From an optimization exercise on the open Yosys and OpenROAD flow, aimed at small area, a short achievable clock period and few clock cycles; shortcuts taken in it are not production practice.
At most, simulation tests tie the RTL to the original design; equivalence was not proved.
Power and IR drop assume default switching activity.

Design obd_rx, start of the top module:
module obd_rx (
    input  wire        clk,
    input  wire        rst,
    input  wire        start,
    input  wire [1:0]  proto,     
    input  wire [7:0]  pid,
    input  wire [7:0]  mode,
    input  wire [7:0]  cap,       
    input  wire [17:0] per,       
    output wire        idle,
    input  wire        e_valid,
    output wire        e_ready,
    input  wire [31:0] e_time,
    input  wire        e_end,     
    output reg         o_valid,
    output reg  [7:0]  o_data,
    output reg         done,
    output reg  [7:0]  status,
    output reg  [7:0]  count,     
    output reg  [6:0]  nbytes,    
    output reg         framing    
);
Size in the first run: roughly 350 flip-flops.
export LEC_CHECK = 0
export ABC_AREA = 1
export CAP_MARGIN = 20
export CORE_MARGIN = 2
export CORE_UTILIZATION = 60
export CTS_BUF_LIST = sky130_fd_sc_hd__clkbuf_8
export SLEW_MARGIN = 20
export TNS_END_PERCENT = 5
create_clock -name core_clock -period 10.0 [get_ports {clk}]
standard.sh (not shown) runs the stock make flow with config.mk's settings and CLKGATE_MAP_FILE= SYNTH_SCRIPT=/design/flow/synth_recipe.tcl, a recipe that flattens the netlist after the stock synthesis.
==> flow/flow/run.sh <==
#!/bin/bash
# Standard layout, with timing repair aiming below the clock period and
# small port buffers (the repair upsizes those that need it).
export SETUP_SLACK_MARGIN=6.5
export BUFFER_PORTS_ARGS="-buffer_cell sky130_fd_sc_hd__buf_2"
bash standard.sh > standard.log 2>&1
The starting point went through all stages and came out clean.
Edit:
--- a/flow/config.mk
+++ b/flow/config.mk
@@ -7,3 +7,3 @@
 export LEC_CHECK = 0
-export ABC_AREA = 1
+export ABC_AREA = 0
 export CAP_MARGIN = 20
@@ -13,2 +13 @@
 export SLEW_MARGIN = 20
-export TNS_END_PERCENT = 5
Design area grows by 4.1%; power grows by 1.9%; die area shrinks by 1.6%; setup slack gets worse by 500 ps; count of clock-buffer cells in the layout grows by 4; core utilization grows by 4.4 points; routed wire length shrinks by 9.6%; via count shrinks by 7.6%; register-to-register slack gets worse by 150 ps; global-route usage shrinks by 2.8 points; final cell count shrinks by 9.6%.
Edit:
--- a/flow/config.mk
+++ b/flow/config.mk
@@ -7,3 +7,3 @@
 export LEC_CHECK = 0
-export ABC_AREA = 0
+export ABC_AREA = 1
 export CAP_MARGIN = 20
Count of clock-buffer cells in the layout went down by 3. Register-to-register slack gains 220 ps. Die area is higher slightly. Sequential cell count does not change. Global-route usage came out higher by 1.5 points. Worst setup slack is better by 610 ps. Routed wire length came out higher by a few percent. Combinational power came out lower by a few percent. Sequential power hardly moves.
Function was not checked in any run of this note: the RTL went through the layout flow alone.

========
## P
obd_rx, a different RTL version from the one above (not shown whole).
For scale: about 2,400 cells after synthesis, roughly 350 flip-flops, roughly 120 I/O pins.
// obd_rx
module obd_rx (
    input  wire        clk,
    input  wire        rst,
    input  wire        start,
    input  wire [1:0]  proto,     
    input  wire [7:0]  pid,
    input  wire [7:0]  mode,
    input  wire [7:0]  cap,       
    input  wire [17:0] per,       
    output wire        idle,
    input  wire        e_valid,
    output wire        e_ready,
    input  wire [31:0] e_time,
    input  wire        e_end,     
    output reg         o_valid,
    output reg  [7:0]  o_data,
    output reg         done,
    output reg  [7:0]  status,
    output reg  [7:0]  count,     
    output reg  [6:0]  nbytes,    
    output reg         framing    
);
export LEC_CHECK = 0
export ABC_AREA = 0
export CAP_MARGIN = 20
export CORE_MARGIN = 2
export CORE_UTILIZATION = 60
export CTS_BUF_LIST = sky130_fd_sc_hd__clkbuf_8
export SLEW_MARGIN = 20
create_clock -name core_clock -period 10.0 [get_ports {clk}]
Scripts as last shown in full above: flow/flow/run.sh
P | status: complete | timing, DRC, antenna: pass
Here is what was changed in the inputs of Q compared with P.
Settings: a change of ABC_AREA from 0 to 1.
Findings:
Diff P -> Q: share of power burned in combinational logic shows a reduction of 3.0 points; depth of the most critical reg-to-reg path shows an increase of 5; endpoint arrival time on the critical path shows a reduction of 0.42 ns; proportion of power drawn by flip-flops and latches shows an increase of 0.9 points. In the metrics for P and Q, the one carrying the lower number of stages on the worst setup path is P. P consumes more power than Q.
No functional check of the RTL was part of any run of this note.

--- another note on this design; it stands on its own ---

// obd_rx
module obd_rx (
    input  wire        clk,
    input  wire        rst,
    input  wire        start,
    input  wire [1:0]  proto,     
    input  wire [7:0]  pid,
    input  wire [7:0]  mode,
    input  wire [7:0]  cap,       
    input  wire [17:0] per,       
    output wire        idle,
    input  wire        e_valid,
    output wire        e_ready,
    input  wire [31:0] e_time,
    input  wire        e_end,     
    output reg         o_valid,
    output reg  [7:0]  o_data,
    output reg         done,
    output reg  [7:0]  status,
    output reg  [7:0]  count,     
    output reg  [6:0]  nbytes,    
    output reg         framing    
);
    localparam [7:0] ST_OK         = 8'h00;
    localparam [7:0] ST_NACK       = 8'h01;
    localparam [7:0] ST_ERR_TIMING = 8'h10;
    localparam [7:0] ST_ERR_SHORT  = 8'h11;
    localparam [7:0] ST_ERR_SID    = 8'h12;
    localparam [7:0] ST_ERR_PID    = 8'h13;
    localparam [7:0] ST_ERR_TRUNC  = 8'h14;
    localparam [7:0] ST_ERR_PROTO  = 8'h15;
    reg        busy;      
    reg        rx;        
    reg [1:0]  r_proto;
    reg [7:0]  r_pid;
    reg [7:0]  r_mode;
    reg [6:0]  r_cap;     
    reg [17:0] r_per;
    reg [19:0] m3;        
    reg [20:0] m5;        
    reg [20:0] m7;        
    reg [21:0] m9;        
    reg [21:0] h9;        
    reg        dv;
    reg        de;
    reg        sel;       
    reg [22:0] eA;        
    reg [22:0] eB;
    reg [30:0] th9n;      
    reg        act;       
    reg        stop;      
    reg [30:0] sh9n;      
    reg [9:0]  samp;      
    reg        fresh;     
    reg        ps;        
    reg [2:0]  h;
    reg [3:0]  pn;        
    reg        st0;       
  ...
Settings: LEC_CHECK=0, ABC_AREA=1, CAP_MARGIN=20, CORE_MARGIN=2, CORE_UTILIZATION=70, CTS_BUF_LIST=sky130_fd_sc_hd__clkbuf_16, CTS_CLUSTER_DIAMETER=80, CTS_CLUSTER_SIZE=30, SLEW_MARGIN=20; clock period 10.0 ns.
standard.sh (not shown) runs the stock make flow with config.mk's settings and CLKGATE_MAP_FILE= SYNTH_SCRIPT=/design/flow/synth_recipe.tcl, a recipe that flattens the netlist after the stock synthesis.
==> flow/flow/run.sh <==
#!/bin/bash
# Standard layout, with timing repair aiming below the clock period and
# small port buffers (the repair upsizes those that need it).
export SETUP_SLACK_MARGIN=6.5
export BUFFER_PORTS_ARGS="-buffer_cell sky130_fd_sc_hd__buf_2"
bash standard.sh > standard.log 2>&1
The baseline ran to the end with no violations.
Testbench counts at the start, summed over its fixed seeds: cycles 18,436.
Change:
- CORE_UTILIZATION: 70 -> 65
Effect: The changed run finished with timing, DRC and antenna clean; flip-flop and latch count is unchanged; power barely changes; clock-buffer cell count does not change; core utilization is lower by 6.0 points; routed wire length is higher by 0.60%; global-route usage is lower by 1.8 points.

-- port drivers added, routing unchanged --
Ports are ideal in the flow. The routed layouts listed here were re-timed in OpenROAD. Step 1 (the two cells are an assumption about what drives the block):
set clk [get_ports {clk}]
set_driving_cell -lib_cell sky130_fd_sc_hd__clkbuf_16 $clk
set_driving_cell -lib_cell sky130_fd_sc_hd__buf_2 [delete_from_list [all_inputs] $clk]
Step 2, shift: input delay + t, output delay - t, t = (earliest + latest rising clock arrival at the registers) / 2. This alone moves slack from input paths to output paths. Slacks: no drivers / after step 1 / after step 2; pairs: no drivers / after step 1.
run	t (ns)	slack for setup (ns)	worst setup path after step 2
the first run of note 1	0.732	6.441 / 6.462 / 5.730	input to register
the second run of note 1	0.700	5.941 / 5.946 / 5.245	input to register
the third run of note 1	0.727	6.551 / 6.544 / 5.817	input to register
P	0.726	5.350 / 5.344 / 4.618	input to register
Q	0.708	5.634 / 5.632 / 4.924	input to register
the first run of note 3	0.587	6.520 / 6.542 / 5.955	input to register
the second run of note 3	0.583	6.519 / 6.542 / 5.960	input to register
After both steps every run listed still meets setup and hold. For the third run of note 1, which loses most, drivers alone change the setup slack by -0.007 ns; drivers and shift together by -0.734 ns.
